This is an optimization exercise on Yosys and OpenROAD, whose aim is small area, a short achievable clock period and few clock cycles, not a production implementation. Where RTL was checked, it was by simulation tests only, not by an equivalence proof against the original.

Setup of run A:
==> flow/design.v <==
module dani_deframer (
    input  wire         clk,
    input  wire         rst,            
    input  wire         cfg_proto,      
    input  wire [3:0]   cfg_ctrl_hi,    
    input  wire [7:0]   cfg_sq_code,    
    input  wire [27:0]  cfg_rsplen,     
    input  wire         in_valid,
    input  wire [7:0]   in_data,
    output wire         in_ready,
    output reg          out_valid,
    input  wire         out_ready,
    output wire [4:0]   out_len,        
    output wire [143:0] out_frame,      
    output wire [15:0]  out_drops       
);
    localparam BUFN = 18;
    reg              proto_q;
    reg [3:0]        ctrl_q;
    reg [7:0]        sq_q;
    reg [27:0]       rsplen_q;
    reg [8*BUFN-1:0] bufn_q;    
    wire [8*BUFN-1:0] buf_q = ~bufn_q;
    reg [4:0]        cnt_q;     
    reg              in_rdy_q;  
    reg [15:0]       drops_q;   
    reg              drop_q;    
    reg [4:0]        skip_q;    
    reg              sof0_q;    
    reg [BUFN-1:4]   omn_q;     
    reg              hd_drop;   
    reg              hd_cand;   
    reg [3:0]        hd_v;      
    reg [BUFN-1:4]   hd_ltn;    
    wire [BUFN-1:4]  hd_lt = ~hd_ltn;
    integer i;
    function [BUFN+1:0] hdr_dec;    
        input [7:0] x0, x1, x2;
        input [1:0] p;
        reg         start, hdr, plaus;
        reg  [3:0]  n;
        reg  [BUFN-1:4] lt;
        integer     k;
        begin
            if (!proto_q) begin
                start = (x0 == 8'hAA);
                hdr   = (p >= 2'd2);
                plaus = (x1[7:4] == ctrl_q) && (x1[3:0] != 4'd0) && (x1[3:0] <= 4'd9);
                n     = x1[3:0];
            end else begin
                start = (x0[7:1] == 7'b1111101);
                hdr   = (p == 2'd3);
                plaus = 1'b1;
                n     = 4'd0;
                if (!x0[0]) begin
                    case (x2)
                        8'hF6: n = 4'd3;
                        8'hF3: n = 4'd1;
                        8'h83: n = 4'd2;
                        8'h9B: n = 4'd1;
                        8'h96: n = 4'd8;
                        8'h97: n = 4'd8;
                        default: begin
                            if (x2 != sq_q) plaus = 1'b0;
                        end
                    endcase
                end else begin
                    case (x2)
                        8'hF6: n = rsplen_q[3:0];
                        8'hF3: n = rsplen_q[7:4];
                        8'h83: n = rsplen_q[11:8];
                        8'h9B: n = rsplen_q[15:12];
                        8'h96: n = rsplen_q[19:16];
                        8'h97: n = rsplen_q[23:20];
                        default: n = (x2 == sq_q) ? rsplen_q[27:24] : 4'hF;
                    endcase
                    plaus = (n != 4'hF);
                end
            end
            for (k = 4; k < BUFN; k = k + 1)
                lt[k] = proto_q ? ({1'b0, n} >= k - 3) : ({1'b0, n} >= k - 4);
            hdr_dec = {((p != 2'd0) && !start) || (start && hdr && !plaus),
                       start && hdr && plaus, n, lt};
        end
    endfunction
    wire [BUFN-1:0] lt_t = {hd_lt, 4'b1111};      
    reg  [BUFN-1:0] at_chk, at_eof;               
    reg  [7:0]      term [0:BUFN];
    reg  [7:0]      chk;
    reg             eof_ok;
    always @(*) begin
        chk    = 8'h00;
        eof_ok = 1'b0;
        for (i = 0; i < BUFN; i = i + 1) begin
            at_eof[i] = lt_t[i] && (i == BUFN - 1 || !lt_t[i+1]);
            at_chk[i] = proto_q ? at_eof[i] : (i < BUFN - 1 && lt_t[i+1] && (i == BUFN - 2 || !lt_t[i+2]));
            if (at_chk[i])
                chk = chk | buf_q[8*i +: 8];
            if (at_eof[i] && buf_q[8*i +: 8] == 8'h55)
                eof_ok = 1'b1;
            term[i] = lt_t[i] ? buf_q[8*i +: 8] : 8'h00;
        end
        term[0] = {1'b1, proto_q, 1'b1, proto_q, 1'b1, 1'b0, 1'b1, !proto_q || buf_q[0]};
        if (!proto_q) begin
            term[1] = 8'h00;
            term[3] = 8'h00;
        end
        term[BUFN] = ~{chk[6:0], 1'b0};
    end
    function [15:0] csa;        
        input [7:0] a, b, c;
        begin
            csa = {((a & b) | (a & c) | (b & c)) << 1, a ^ b ^ c};
        end
    endfunction
    wire [15:0] s1_0 = csa(term[0],  term[1],  term[2]);
    wire [15:0] s1_1 = csa(term[3],  term[4],  term[5]);
    wire [15:0] s1_2 = csa(term[6],  term[7],  term[8]);
    wire [15:0] s1_3 = csa(term[9],  term[10], term[11]);
    wire [15:0] s1_4 = csa(term[12], term[13], term[14]);
    wire [15:0] s1_5 = csa(term[15], term[16], term[17]);
    wire [15:0] s2_0 = csa(s1_0[7:0], s1_0[15:8], s1_1[7:0]);
    wire [15:0] s2_1 = csa(s1_1[15:8], s1_2[7:0], s1_2[15:8]);
    wire [15:0] s2_2 = csa(s1_3[7:0], s1_3[15:8], s1_4[7:0]);
    wire [15:0] s2_3 = csa(s1_4[15:8], s1_5[7:0], s1_5[15:8]);
    wire [15:0] s3_0 = csa(s2_0[7:0], s2_0[15:8], s2_1[7:0]);
    wire [15:0] s3_1 = csa(s2_1[15:8], s2_2[7:0], s2_2[15:8]);
    wire [15:0] s3_2 = csa(s2_3[7:0], s2_3[15:8], term[BUFN]);
    wire [15:0] s4_0 = csa(s3_0[7:0], s3_0[15:8], s3_1[7:0]);
    wire [15:0] s4_1 = csa(s3_1[15:8], s3_2[7:0], s3_2[15:8]);
    wire [15:0] s5_0 = csa(s4_0[7:0], s4_0[15:8], s4_1[7:0]);
    wire [15:0] s6_0 = csa(s5_0[7:0], s5_0[15:8], s4_1[15:8]);
    wire sum_ok = ((s6_0[7:0] ^ s6_0[15:8]) == 8'hFF);
    wire win_ok = sum_ok && (proto_q || (eof_ok && buf_q[31:27] == 5'd0));
    wire       skipping = (skip_q[4:1] != 4'd0);
    wire [4:0] hd_t     = {1'b0, hd_v} + (proto_q ? 5'd4 : 5'd5);    
    wire       complete = (cnt_q >= hd_t);
    wire       check    = !skipping && hd_cand && complete;
    wire       do_emit  = check && win_ok;
    wire       do_drop  = (!skipping && hd_drop) || (check && !win_ok);
    wire       rm_rdy   = skipping && out_valid;
    wire       rm_now   = skipping ? !out_valid : (hd_drop || (hd_cand && complete));
    wire       remove   = rm_now || (rm_rdy && out_ready);
    assign in_ready = in_rdy_q;
    wire   accept   = in_valid && in_rdy_q;
    wire [1:0] p0 = (cnt_q > 5'd2) ? 2'd3 : cnt_q[1:0];
    wire [1:0] p1 = (cnt_q > 5'd3) ? 2'd3 : (cnt_q == 5'd0) ? 2'd0 : cnt_q[1:0] - 2'd1;
    wire [BUFN+1:0] dec0 = hdr_dec(buf_q[7:0],  buf_q[15:8],  buf_q[23:16], p0);
    wire [BUFN+1:0] dec1 = hdr_dec(buf_q[15:8], buf_q[23:16], buf_q[31:24], p1);
    wire [BUFN+1:0] dec  = remove ? dec1 : dec0;
    reg [BUFN-1:0] ld_in, en;
    always @(*) begin
        for (i = 0; i < BUFN; i = i + 1) begin
            ld_in[i] = (i + 1 >= cnt_q);
            en[i]    = (rm_now || (i >= cnt_q)) || (rm_rdy && out_ready);
        end
    end
    assign out_frame[7:0] = {1'b1, proto_q, 1'b1, proto_q, 1'b1, 1'b0, 1'b1, sof0_q};
    genvar g;
    generate
        for (g = 1; g < 4; g = g + 1) begin : g_out_lo
            assign out_frame[8*g +: 8] = buf_q[8*(g-1) +: 8];
        end
        for (g = 4; g < BUFN; g = g + 1) begin : g_out
            assign out_frame[8*g +: 8] = ~(bufn_q[8*(g-1) +: 8] | {8{omn_q[g]}});
        end
    endgenerate
    assign out_len   = skip_q;
    assign out_drops = drops_q;
    always @(posedge clk) begin
        proto_q  <= cfg_proto;
        ctrl_q   <= cfg_ctrl_hi;
        sq_q     <= cfg_sq_code;
        rsplen_q <= cfg_rsplen;
        for (i = 0; i < BUFN; i = i + 1)
            if (en[i])
                bufn_q[8*i +: 8] <= (ld_in[i] || i == BUFN - 1) ? ~in_data : bufn_q[8*(i+1) +: 8];
        hd_v  <= dec[BUFN-1:BUFN-4];
        hd_ltn <= ~dec[BUFN-5:0];
        if (!out_valid) omn_q <= hd_ltn;
        if (do_emit) sof0_q <= buf_q[0];
        if (rst) begin
            cnt_q     <= 5'd0;
            in_rdy_q  <= 1'b1;
            drops_q   <= 16'd0;
            drop_q    <= 1'b0;
            skip_q    <= 5'd0;
            out_valid <= 1'b0;
            hd_drop   <= 1'b0;
            hd_cand   <= 1'b0;
        end else begin
            case ({remove, accept})
                2'b10:   cnt_q <= cnt_q - 5'd1;
                2'b01:   cnt_q <= cnt_q + 5'd1;
                default: cnt_q <= cnt_q;
            endcase
            in_rdy_q <= !(((cnt_q == BUFN[4:0]) || (cnt_q == BUFN[4:0] - 5'd1 && accept)) && !remove);
            hd_drop <= dec[BUFN+1];
            hd_cand <= dec[BUFN];
            if (skipping) begin
                if (remove) skip_q <= skip_q - 5'd1;
            end else if (do_emit) begin
                skip_q <= hd_t;
            end
            drop_q <= do_drop;
            if (drop_q) begin
                if (drops_q != 16'hFFFF) drops_q <= drops_q + 16'd1;
            end else if (out_valid && out_ready) begin
                drops_q <= 16'd0;
            end
            if (do_emit)
                out_valid <= 1'b1;
            else if (out_ready)
                out_valid <= 1'b0;
        end
    end
endmodule
==> flow/config.mk <==
export PLATFORM = sky130hd
export DESIGN_NAME = dani_deframer
export DESIGN_NICKNAME = dani_deframer
export VERILOG_FILES = /design/flow/design.v
export SDC_FILE = /design/flow/constraint.sdc
export NUM_CORES = 4
export LEC_CHECK = 0
export CAP_MARGIN = 20
export CELL_PAD_IN_SITES_DETAIL_PLACEMENT = 2
export CELL_PAD_IN_SITES_GLOBAL_PLACEMENT = 2
export CORE_MARGIN = 2
export CORE_UTILIZATION = 30
export PLACE_DENSITY = 0.5
export SLEW_MARGIN = 20
==> flow/constraint.sdc <==
create_clock -name core_clock -period 28.0 [get_ports {clk}]
set_input_delay 5.6000 -clock core_clock [delete_from_list [all_inputs] [get_ports {clk}]]
set_output_delay 5.6000 -clock core_clock [all_outputs]
set_load 0.01 [all_outputs]
standard.sh (not shown) runs the stock make flow with config.mk's settings and CLKGATE_MAP_FILE= SYNTH_SCRIPT=/design/flow/synth_recipe.tcl, a recipe that flattens the netlist after the stock synthesis.
==> flow/flow/run.sh <==
#!/bin/bash
# Standard layout, except that the port buffers are the small
# sky130_fd_sc_hd__buf_1 instead of the cell buffer_ports picks by itself.
set -euo pipefail
export BUFFER_PORTS_ARGS="-buffer_cell sky130_fd_sc_hd__buf_1"
bash standard.sh > standard.log 2>&1
Here is what was changed in the inputs of run B compared with run A.
--- a/flow/design.v
+++ b/flow/design.v
@@ -19,20 +19,18 @@
     reg [3:0]        ctrl_q;
     reg [7:0]        sq_q;
     reg [27:0]       rsplen_q;
-    reg [8*BUFN-1:0] bufn_q;    
-    wire [8*BUFN-1:0] buf_q = ~bufn_q;
+    reg [8*BUFN-1:0] buf_q;     
     reg [4:0]        cnt_q;     
     reg              in_rdy_q;  
     reg [15:0]       drops_q;   
     reg              drop_q;    
     reg [4:0]        skip_q;    
     reg              sof0_q;    
-    reg [BUFN-1:4]   omn_q;     
+    reg [BUFN-1:4]   om_q;      
     reg              hd_drop;   
     reg              hd_cand;   
     reg [3:0]        hd_v;      
-    reg [BUFN-1:4]   hd_ltn;    
-    wire [BUFN-1:4]  hd_lt = ~hd_ltn;
+    reg [BUFN-1:4]   hd_lt;     
     integer i;
     function [BUFN+1:0] hdr_dec;    
         input [7:0] x0, x1, x2;
@@ -100,8 +98,8 @@
                 eof_ok = 1'b1;
             term[i] = lt_t[i] ? buf_q[8*i +: 8] : 8'h00;
         end
-        term[0] = {1'b1, proto_q, 1'b1, proto_q, 1'b1, 1'b0, 1'b1, !proto_q || buf_q[0]};
         if (!proto_q) begin
+            term[0] = 8'hAB;
             term[1] = 8'h00;
             term[3] = 8'h00;
         end
@@ -162,7 +160,7 @@
             assign out_frame[8*g +: 8] = buf_q[8*(g-1) +: 8];
         end
         for (g = 4; g < BUFN; g = g + 1) begin : g_out
-            assign out_frame[8*g +: 8] = ~(bufn_q[8*(g-1) +: 8] | {8{omn_q[g]}});
+            assign out_frame[8*g +: 8] = om_q[g] ? buf_q[8*(g-1) +: 8] : 8'h00;
         end
     endgenerate
     assign out_len   = skip_q;
@@ -174,10 +172,10 @@
         rsplen_q <= cfg_rsplen;
         for (i = 0; i < BUFN; i = i + 1)
             if (en[i])
-                bufn_q[8*i +: 8] <= (ld_in[i] || i == BUFN - 1) ? ~in_data : bufn_q[8*(i+1) +: 8];
+                buf_q[8*i +: 8] <= (ld_in[i] || i == BUFN - 1) ? in_data : buf_q[8*(i+1) +: 8];
         hd_v  <= dec[BUFN-1:BUFN-4];
-        hd_ltn <= ~dec[BUFN-5:0];
-        if (!out_valid) omn_q <= hd_ltn;
+        hd_lt <= dec[BUFN-5:0];
+        if (!out_valid) om_q <= hd_lt;
         if (do_emit) sof0_q <= buf_q[0];
         if (rst) begin
             cnt_q     <= 5'd0;
==> comparison <==
Multi-input logic portion of the cell area (lower): run A. Going from run A to run B, post-synthesis to final-layout area growth shrinks by 0.66 points. Run B has cell count of the worst hold path below what run A had. Run B leaves more setup margin than run A. For the critical path depth, run B came in 8 lower than run A did. Run B against run A: worst-case hold slack moved down, shortest period the worst path allows dropped 890 ps.
Testbench counts of run B, summed over its fixed seeds: cycles 32,298.
Only the layout flow was run in run A; the RTL was not checked for function there.

[re-timing with driven ports]
How much do the figures lean on ideal ports? The routed layouts below were timed once more, with nothing changed but the port constraints.
Step 1, drivers: a clkbuf_16 drives clk and a buf_2 each remaining input, both assumed.
Step 2, shift: input delay + t, output delay - t, t = (earliest + latest rising clock arrival at the registers) / 2. This alone moves slack from input paths to output paths.
Three values: ideal, step 1, step 2; two values: the first two.
run	shift t [ns]	setup WS [ns]	worst setup path after step 2	worst slew at a driven data input, ns
run A	0.649	19.737 / 19.757 / 19.108	input to register	0.04
run B	0.661	20.631 / 20.570 / 20.143	input to register	0.04
After both steps every run listed still meets setup and hold. For run A, which loses most, drivers alone change the setup slack by +0.020 ns; drivers and shift together by -0.629 ns.
